This is an optimization exercise on Yosys and OpenROAD, whose aim is small area, a short achievable clock period and few clock cycles, not a production implementation. RTL that was checked went through simulation tests only; none was proved equivalent to the original. Power is estimated from default activity; no workload was simulated.

==> run a: inputs <==
==> flow/design.v (excerpt) <==
module iec61937_framer (
    input             clk,
    input             rst,
    input             cmd_valid,
    output            cmd_ready,
    input      [7:0]  cmd_op,
    input      [31:0] cmd_arg,
    input      [31:0] cmd_dur,
    input      [31:0] cmd_cap,
    input             au_valid,
    output            au_ready,
    input      [7:0]  au_data,
    output            out_valid,
    input             out_ready,
    output     [7:0]  out_data,
    output            rsp_valid,
    output     [3:0]  rsp_status,
    output     [31:0] rsp_out_len,
    output            rsp_consumed,
    output            mem_we,
    output            mem_re,
    output     [18:0] mem_addr,
    output     [7:0]  mem_wdata,
    input      [7:0]  mem_rdata
);
Settings: LEC_CHECK=0, CAP_MARGIN=20, CORE_MARGIN=2, CORE_UTILIZATION=40, PLACE_DENSITY=0.6, SETUP_SLACK_MARGIN=5, SLEW_MARGIN=20, TNS_END_PERCENT=5; clock period 8.0 ns.
run.sh (not shown) runs the stock make flow with config.mk's settings and CLKGATE_MAP_FILE= SYNTH_SCRIPT=/design/flow/synth_recipe.tcl, a recipe that flattens the netlist after the stock synthesis.
==> run b: changes against run a <==
--- a/flow/design.v
+++ b/flow/design.v
@@ -23,18 +23,18 @@
     output     [7:0]  mem_wdata,
     input      [7:0]  mem_rdata
 );
     localparam [3:0] ST_OK = 4'd0, ST_NULL = 4'd5, ST_DUR = 4'd6, ST_BUF = 4'd7, ST_BAD = 4'd8;
     localparam IDLE = 0, DEC = 1, CADD = 2, CCHK = 3, WR = 4, INTK = 5, PLAN0 = 6,
                FETCH = 7, EV = 8, PEND = 9, HDR = 10, SUB = 11, UPD = 12, RW0 = 13,
                ZC = 14, TERM = 15, PAY = 16, ZERO = 17, ZDONE = 18, FIN = 19, RESP = 20,
                EV0 = 21, PD = 22, PW = 23, EV1 = 24, CADD0 = 25, UPL = 26, ZC0 = 27,
-               CCHK0 = 28, PD0 = 29;
-    localparam NS = 30;
+               CCHK0 = 28;
+    localparam NS = 29;
     function [18:0] inc19(input [18:0] a);
         integer j;
         begin
             for (j = 0; j < 19; j = j + 1)
                 inc19[j] = a[j] ^ (&(a | ~((19'd1 << j) - 19'd1)));
         end
     endfunction
     function [18:0] dec19(input [18:0] a);
@@ -50,19 +50,22 @@
     reg [18:0] L;                  
     reg        Lz;                 
     reg        f_open, f_rate16, f_pend, mode;
     reg [2:0]  count, head;
     reg [12:0] odur;
     reg [15:0] pcm;
     reg [18:0] A, S;
     reg        eq;                 
-    reg [19:0] R1;                 
-    reg [15:0] R2;                 
+    reg [20:0] R1;                 
+    reg [16:0] R2;                 
     reg        r2z;
+    reg [31:0] E;                  
+    wire [18:0] E_len = E[31:13];
+    wire [12:0] E_dur = E[12:0];
     reg [2:0]  k, cur, tb, bc;
     reg        tsel, split, nt, stored_now, take_au, cw, emit, pfirst, f_fit, f_dur;
     reg [7:0]  O, K, hold;
     reg        O_v, K_v, s1_v, we_r, we_pass;
     reg [3:0]  r_status;
     reg        r_burst, r_consumed;
     wire can_direct = !K_v && !s1_v;
     wire can_ram    = !K_v || !s1_v;
@@ -76,48 +79,49 @@
     wire pass_fire  = au_valid && pay_au;
     wire fetch_re   = fre;
     wire r2_dec     = pay_ram || pass_fire || (st[ZERO] && tok_imm);
     reg  [3:0]  a0lo;              
     reg  [2:0]  n1;                
     wire [16:0] capx   = {f_rate16 ? 10'h1FF : 10'h07F, a0lo, 3'd0};    
     wire [16:0] per_m16 = f_rate16 ? 17'd65520 : 17'd16368;
     wire [17:0] per     = f_rate16 ? 18'd65536 : 18'd16384;
-    reg  [19:0] X;
+    reg  [20:0] X;
     reg         cx;
-    reg  [15:0] Y;
-    reg         sub8;              
-    wire [31:0] T = {X[18:0], Y[12:0]};
+    reg  [16:0] Y;
     reg         cy, sel_r2, sel_odur;
-    wire [19:0] sum1 = R1 + X + {19'd0, cx};
-    wire [15:0] y2   = sel_r2 ? {3'd0, R2[12:0]} : sel_odur ? {3'd0, odur} : pcm;
-    wire [15:0] sum2 = y2 + Y + {15'd0, cy};
+    wire [20:0] sum1 = R1 + X + {20'd0, cx};
+    wire [16:0] y2   = sel_r2 ? {4'd0, R2[12:0]} : sel_odur ? {4'd0, odur} : {1'b0, pcm};
+    wire [16:0] sum2 = y2 + Y + {16'd0, cy};
     wire [3:0]  a0lo_c = 4'd12 + {3'd0, f_pend} - {1'b0, k} - {3'd0, nt};
+    wire [4:0]  pd_lo = {1'b0, R2[6:3]} + {2'd0, n1} + {4'd0, |R2[2:0]};
+    wire [9:0]  pd_hi = pd_lo[4] ? R2[16:7] + 10'd1 : R2[16:7];
+    wire [13:0] pd    = {pd_hi, pd_lo[3:0]};
     reg [7:0] imm;
     always @(*) begin
         imm = 8'h00;
         if (st[HDR]) begin
             case (bc)
                 3'd0: imm = 8'hF8;
                 3'd1: imm = 8'h72;
                 3'd2: imm = 8'h4E;
                 3'd3: imm = 8'h1F;
                 3'd4: imm = f_rate16 ? 8'h18 : 8'h08;
                 3'd5: imm = 8'h39;
                 3'd6: imm = R1[15:8];
                 default: imm = R1[7:0];
             endcase
         end else if (st[SUB]) begin
             case (bc)
-                3'd0: imm = {4'd0, R1[19:16]};
+                3'd0: imm = {3'd0, R1[20:16]};
                 3'd1: imm = R1[15:8];
                 3'd2: imm = R1[7:0];
-                3'd3: imm = {5'd0, X[18:16]};
-                3'd4: imm = X[15:8];
-                3'd5: imm = X[7:0];
+                3'd3: imm = {5'd0, E_len[18:16]};
+                3'd4: imm = E_len[15:8];
+                3'd5: imm = E_len[7:0];
                 3'd6: imm = pcm[15:8];
                 default: imm = pcm[7:0];
             endcase
         end
     end
     wire [7:0] push_data = s1_v ? mem_rdata : (st[PAY] ? au_data : imm);
     wire       push      = (s1_v && !K_v) || tok_imm || pass_fire;
     wire       pop       = O_v && out_ready;
@@ -130,32 +134,32 @@
     assign rsp_out_len  = {15'd0, r_burst & f_rate16, 1'b0, r_burst & ~f_rate16, 14'd0};
     assign rsp_consumed = r_consumed;
     assign mem_we       = we_r;
     assign mem_re       = pay_ram || fetch_re;
     assign mem_addr     = tsel ? {3'b111, 10'd0, cur, tb} : A;
     assign mem_wdata    = hold;
     wire [18:0] A_inc = (A == 19'h6FFFF) ? 19'd0 : inc19(A);
     wire [18:0] L_dec = dec19(L);
-    wire [15:0] R2_dec = dec19({3'd0, R2});
+    wire [16:0] R2_dec = dec19({2'd0, R2});
     wire        store_ok = c_op21 && f_open && !c_durbad && (f_rate16 ? c_ge64k : c_ge16k)
                            && odur[12:10] == 3'd0 && count != 3'd5;
-    wire        ev_take  = f_dur && (f_fit || (!R1[19] && |R1[18:3]));
+    wire        ev_take  = f_dur && (f_fit || (!R1[20] && |R1[19:3]));
     reg swap;
     always @(*) begin
         swap = 1'b0;
         if (st[DEC] && store_ok && !mode)
             swap = 1'b1;                                     
         if (st[PEND] && mode && !(kz && stored_now))
             swap = 1'b1;                                     
         if (st[PAY] && r2z && stored_now && !take_au)
             swap = 1'b1;                                     
     end
     reg [18:0] A_d, S_d, L_d;
-    reg [15:0] R2_d;
+    reg [16:0] R2_d;
     always @(*) begin
         A_d = A; S_d = S; L_d = L; R2_d = R2;
         if (st[DEC] && c_op20 && c_argok) begin
             A_d = A & 19'h6FFFF; S_d = A & 19'h6FFFF;
         end
         if (swap) begin
             A_d = S; S_d = A;
         end
@@ -166,35 +170,34 @@
             A_d = A_inc;
             if (we_pass) S_d = A_inc;
         end
         if (au_fire) L_d = L_dec;
         if (rdy) L_d = cmd_arg[18:0];
         if (r2_dec) R2_d = R2_dec;
         if ((st[EV] && ev_take) || (st[FETCH] && tb == 3'd1 && !cw && !emit && kz))
             R2_d = sum2;
-        if (st[PEND]) R2_d = split ? capx[15:0] : ~sum1[15:0];
-        if (st[PAY] && r2z) R2_d = ~R1[15:0];
-        if (rdy) R2_d = {3'd0, cmd_dur[12:0]};
+        if (st[PEND]) R2_d = split ? capx : ~sum1[16:0];
+        if (st[PAY] && r2z) R2_d = R1[16:0];
     end
     reg [NS-1:0] stn;
     always @(posedge clk) begin
         a0lo <= a0lo_c;
         kz    <= (k == 3'd0);
         k1    <= (k == 3'd1);
         klast <= (k + 3'd1 == count);
         n1   <= k - {2'd0, f_pend} + 3'd1;
         if (st[DEC] && c_op20 && c_argok)
             eq <= 1'b1;
         else if (pay_ram || (we_r && !tsel && !we_pass))
             eq <= (A_inc == S);
         if (r2_dec)
-            r2z <= (R2 == 16'd1);
+            r2z <= (R2 == 17'd1);
         else if (st[PEND])
-            r2z <= !split && (&sum1[15:0]);
+            r2z <= !split && (&sum1[16:0]);
         else if (st[PAY] && r2z)
             r2z <= 1'b0;
         if (rdy)
             Lz <= (cmd_arg[18:0] == 19'd0);
         else if (au_fire)
             Lz <= (L == 19'd1);
         A   <= A_d;
         S   <= S_d;
@@ -207,17 +210,17 @@
             c_op21   <= cmd_op == 8'h21;
             c_op22   <= cmd_op == 8'h22;
             c_argok  <= cmd_arg == 32'd4 || cmd_arg == 32'd16;
             c_a16    <= cmd_arg[4];
             c_big    <= |cmd_arg[31:19];
             c_durbad <= (|cmd_dur[31:13]) || (cmd_dur[12] && |cmd_dur[11:0]);
             c_ge16k  <= |cmd_cap[31:14];
             c_ge64k  <= |cmd_cap[31:16];
-            R1       <= {1'b0, cmd_arg[18:0]};
+            E        <= {cmd_arg[18:0], cmd_dur[12:0]};
         end
         if (K_v) begin
             if (pop) begin
                 O   <= K;
                 K_v <= 1'b0;
             end
         end else if (push) begin
             if (!O_v || pop) begin
@@ -237,47 +240,47 @@
         if (au_fire) begin
             hold    <= au_data;
             we_r    <= 1'b1;
             we_pass <= pass_fire;
         end
         if (st[FETCH]) begin
             tb <= tb + 3'd1;
             if (tb == 3'd0) begin
-                if (sub8)
-                    R1 <= sum1;                              
-                sub8 <= 1'b0;
-                cx   <= 1'b0;
-            end
-            if (tb != 3'd0) begin
-                X <= {1'b0, T[23:5]};
-                Y <= {3'd0, T[4:0], mem_rdata};
+                X  <= ~21'd8;                                
+                cx <= 1'b1;
             end
+            if (tb == 3'd1 && !cw && !emit)
+                R1 <= sum1;
+            if (tb != 3'd0)
+                E <= {E[23:0], mem_rdata};
         end
         stn = st;
         case (1'b1)
             st[IDLE], st[RESP]: begin
                 if (cmd_valid)
                     stn = 1 << DEC;
                 else
                     stn = 1 << IDLE;
             end
             st[DEC]: begin
+                Y          <= {4'd0, E_dur};
                 cy         <= 1'b0;
                 sel_r2     <= 1'b0;
                 sel_odur   <= 1'b1;
                 r_burst    <= 1'b0;
                 r_consumed <= 1'b0;
                 r_status   <= ST_OK;
                 stored_now <= 1'b0;
                 split      <= 1'b0;
                 nt         <= 1'b0;
                 emit       <= 1'b0;
                 cw         <= 1'b0;
                 take_au    <= 1'b0;
+                R1         <= {2'd0, E_len};
                 k          <= 3'd0;
                 cur        <= head;
                 stn        = 1 << RESP;
                 if (c_op20) begin
                     if (c_argok) begin
                         f_open   <= 1'b1;
                         f_rate16 <= c_a16;
                         count    <= 3'd0;
@@ -319,23 +322,22 @@
                     stn = 1 << CCHK0;
                 else begin
                     tsel <= 1'b1;
                     tb   <= 3'd0;
                     stn  = 1 << FETCH;
                 end
             end
             st[CCHK0]: begin
-                capbad <= c_big || R1 > 20'd327680;
+                capbad <= c_big || R1 > 21'd327680;
                 stn    = 1 << CCHK;
             end
             st[CCHK]: begin
                 cw    <= 1'b0;
-                X     <= {1'b0, L};
-                Y     <= {3'd0, R2[12:0]};
+                E     <= {L, Y[12:0]};
                 if (capbad) begin
                     r_status <= ST_BUF;
                     stn      = 1 << RESP;
                 end else begin
                     stored_now <= 1'b1;
                     r_consumed <= 1'b1;
                     cur        <= head + count;
                     count      <= count + 3'd1;
@@ -343,24 +345,22 @@
                     tb         <= 3'd0;
                     stn        = 1 << WR;
                 end
             end
             st[WR]: begin
                 if (!we_r) begin
                     if (!emit)
                         odur <= sum2[12:0];
-                    hold <= T[31:24];
-                    X    <= {1'b0, T[23:5]};
-                    Y    <= {3'd0, T[4:0], 8'd0};
+                    hold <= E[31:24];
+                    E    <= {E[23:0], 8'd0};
                     we_r <= 1'b1;
                 end else if (tb != 3'd3) begin
-                    hold <= T[31:24];
-                    X    <= {1'b0, T[23:5]};
-                    Y    <= {3'd0, T[4:0], 8'd0};
+                    hold <= E[31:24];
+                    E    <= {E[23:0], 8'd0};
                     we_r <= 1'b1;
                     tb   <= tb + 3'd1;
                 end else begin
                     tsel <= 1'b0;
                     if (emit)
                         stn = 1 << ZC0;
                     else if (odur[12:10] == 3'd0)
                         stn = 1 << INTK;
@@ -368,142 +368,137 @@
                         stn = 1 << PLAN0;
                 end
             end
             st[INTK]: begin
                 if (Lz)
                     stn = 1 << RESP;
             end
             st[PLAN0]: begin
-                Y          <= 16'd0;
+                Y          <= 17'd0;
                 cy         <= 1'b0;
                 sel_r2     <= 1'b0;
                 sel_odur   <= 1'b1;
-                R1  <= {3'd0, f_rate16 ? 10'h1FF : 10'h07F, 4'd11 + {3'd0, f_pend}, 3'd0};   
-                sub8 <= 1'b0;
+                R1  <= {4'd0, f_rate16 ? 10'h1FF : 10'h07F, 4'd12 + {3'd0, f_pend}, 3'd0};
                 k   <= 3'd0;
                 cur <= head;
-                if (count == 3'd0) begin
-                    nt  <= 1'b1;                     
+                if (count == 3'd0)
                     stn = 1 << PW;
-                end
                 else begin
                     tsel <= 1'b1;
                     tb   <= 3'd0;
                     stn  = 1 << FETCH;
                 end
             end
             st[FETCH]: begin
                 if (tb == 3'd4) begin
                     tsel <= 1'b0;
                     if (cw)
-                        stn = 1 << CADD;
+                        stn = 1 << CADD0;
                     else if (!emit)
                         stn = 1 << EV0;
                     else if (pfirst)
                         stn = 1 << UPL;
                     else
                         stn = 1 << SUB;
                 end
             end
             st[EV0]: begin
-                X        <= ~X;
+                X        <= ~{2'd0, E_len};
                 cx       <= 1'b1;
-                Y        <= ~Y;
+                Y        <= ~{4'd0, E_dur};
                 cy       <= 1'b1;
                 sel_r2   <= 1'b1;
                 sel_odur <= 1'b0;
                 stn      = 1 << EV1;
             end
             st[EV1]: begin
-                f_fit <= !sum1[19];
-                f_dur <= !sum2[15];
+                f_fit <= !sum1[20];
+                f_dur <= !sum2[16];
                 stn   = 1 << EV;
             end
+            st[CADD0]: begin
+                X   <= {2'd0, E_len};
+                cx  <= 1'b0;
+                stn = 1 << CADD;
+            end
             st[SUB], st[UPL]: begin
+                X        <= {2'd0, E_len};
                 cx       <= 1'b0;
+                Y        <= {4'd0, E_dur};
                 cy       <= 1'b0;
                 sel_r2   <= 1'b0;
                 sel_odur <= 1'b0;
                 if (st[UPL] || (tok_imm && bc == 3'd7))
                     stn = 1 << UPD;
             end
             st[ZC0]: begin
-                X   <= ~{2'd0, (f_rate16 ? 18'd65536 : 18'd16384)};
+                X   <= ~{3'd0, (f_rate16 ? 18'd65536 : 18'd16384)};
                 cx  <= 1'b0;
                 stn = 1 << ZC;
             end
             st[EV]: begin
                 if (ev_take) begin
                     R1  <= sum1;
                     k   <= k + 3'd1;
                     cur <= cur + 3'd1;
                     if (!f_fit) begin
                         split <= 1'b1;
                         stn   = 1 << PW;
                     end else if (klast)
                         stn = 1 << PW;
                     else begin
-                        X    <= ~20'd8;
-                        cx   <= 1'b1;
-                        sub8 <= 1'b1;
                         tsel <= 1'b1;
                         tb   <= 3'd0;
                         stn  = 1 << FETCH;
                     end
                 end else begin
                     nt  <= 1'b1;
                     stn = 1 << PW;
                 end
             end
             st[PW]: begin
-                X   <= ~{3'd0, f_rate16 ? 10'h1FF : 10'h07F, a0lo_c, 3'd0};
+                X   <= ~{4'd0, f_rate16 ? 10'h1FF : 10'h07F, a0lo_c, 3'd0};
                 cx  <= 1'b0;
                 stn = 1 << PEND;
             end
             st[PEND]: begin
                 if (kz && stored_now)
                     stn = 1 << INTK;
                 else begin
                     take_au <= stored_now && (k == count);
                     bc      <= 3'd0;
                     emit    <= 1'b1;
                     pfirst  <= f_pend;
-                    stn     = 1 << PD0;
+                    stn     = 1 << PD;
                 end
             end
-            st[PD0]: begin
-                X   <= {7'd0, R2[15:3]};
-                cx  <= |R2[2:0];
-                R1  <= {17'd0, n1};
-                stn = 1 << PD;
-            end
             st[PD]: begin
-                R1  <= sum1;
+                R1  <= {7'd0, pd};
                 stn = 1 << HDR;
             end
             st[HDR]: begin
                 if (tok_imm && bc == 3'd7) begin
-                    R1 <= {14'd0, n1 + 3'd1, 3'd0};
+                    R1 <= {15'd0, n1 + 3'd1, 3'd0};
                     if (kz)
                         stn = 1 << ZC0;
                     else begin
                         cur  <= head;
                         tsel <= 1'b1;
                         tb   <= 3'd0;
                         stn  = 1 << FETCH;
                     end
                 end
             end
             st[UPD]: begin
                 R1     <= sum1;
                 pcm    <= sum2[15:0];
                 k      <= k - 3'd1;
                 pfirst <= 1'b0;
-                X  <= ~{3'd0, per_m16};
+                X  <= ~{4'd0, per_m16};
                 cx <= 1'b1;
                 if (k1 && split)
                     stn = 1 << RW0;
                 else begin
                     head  <= head + 3'd1;
                     count <= count - 3'd1;
                     if (k1)
                         stn = 1 << ZC0;
@@ -511,25 +506,24 @@
                         cur  <= head + 3'd1;
                         tsel <= 1'b1;
                         tb   <= 3'd0;
                         stn  = 1 << FETCH;
                     end
                 end
             end
             st[RW0]: begin
-                X     <= {1'b0, sum1[18:0]};
-                Y     <= 16'd0;
+                E     <= {sum1[18:0], 13'd0};
                 cur   <= head;
                 tsel  <= 1'b1;
                 tb    <= 3'd0;
                 stn   = 1 << WR;
             end
             st[ZC]: begin
-                R1  <= split ? ~20'd16 : sum1;        
+                R1  <= split ? 21'd16 : ~sum1;
                 stn = 1 << TERM;
             end
             st[TERM]: begin
                 if (tok_imm && bc == 3'd7)
                     stn = 1 << PAY;
             end
             st[PAY]: begin
                 if (r2z)
Settings changed: CORE_UTILIZATION 40 to 55, PLACE_DENSITY 0.6 to 0.7, SETUP_SLACK_MARGIN 5 to 4.4, TNS_END_PERCENT 5 to 15.
==> summary.md <==
| Metric | Value |
|---|---|
| Width of the die | `242 um` |
| Status | `finished clean` |
| Final Total Pwr | `0.00661 W` |
| Clock power share | `0.257` |
| Largest net degree at the start of global routing | `61` |
| Synth Cell Area | `0.0227 mm2` |
| Metal-1 WL | `45700 um` |
| Fraction of standard cell area in multi-input logic | `0.547` |
That was run a.
==> summary.md <==
| Metric | Value |
|---|---|
| Final Total Pwr | `0.00643 W` |
| Largest net degree at the start of global routing | `74` |
| Pwr top | `combinational logic` |
| Synth Cell Area | `0.0233 mm2` |
| Status | `finished clean` |
| Fraction of standard cell area in multi-input logic | `0.540` |
| Clock power share | `0.281` |
| Number of synthesized flops with an enable pin | `155` |
That was run b.
Testbench counts of run a, summed over its fixed seeds: cycles 3,719,504.
The RTL of run b was laid out without a check of its function.

-- re-timing with driven ports --
How much do the figures lean on ideal ports? The routed layouts below were timed once more, with nothing changed but the port constraints.
Step 1: set_driving_cell puts a clkbuf_16 on clk and a buf_2 on each other input, an assumption about the parent block.
Step 2 moves the port delays by t, midway between the first and last clock arrival at a register: inputs arrive t later, outputs are due t later. That takes back most of the time a late clock gives input paths.
Slacks: no drivers / after step 1 / after step 2; pairs: no drivers / after step 1.
run | t (ns) | setup slack, ns | worst setup path at the end
run a | 0.635 | 4.572 / 4.546 / 4.115 | input to register
run b | 0.622 | 4.189 / 4.189 / 3.846 | input to register
After both steps setup and hold are still met in every run listed. The setup slack of run a, which loses most, moves by -0.026 ns with the drivers and by -0.457 ns with both steps.
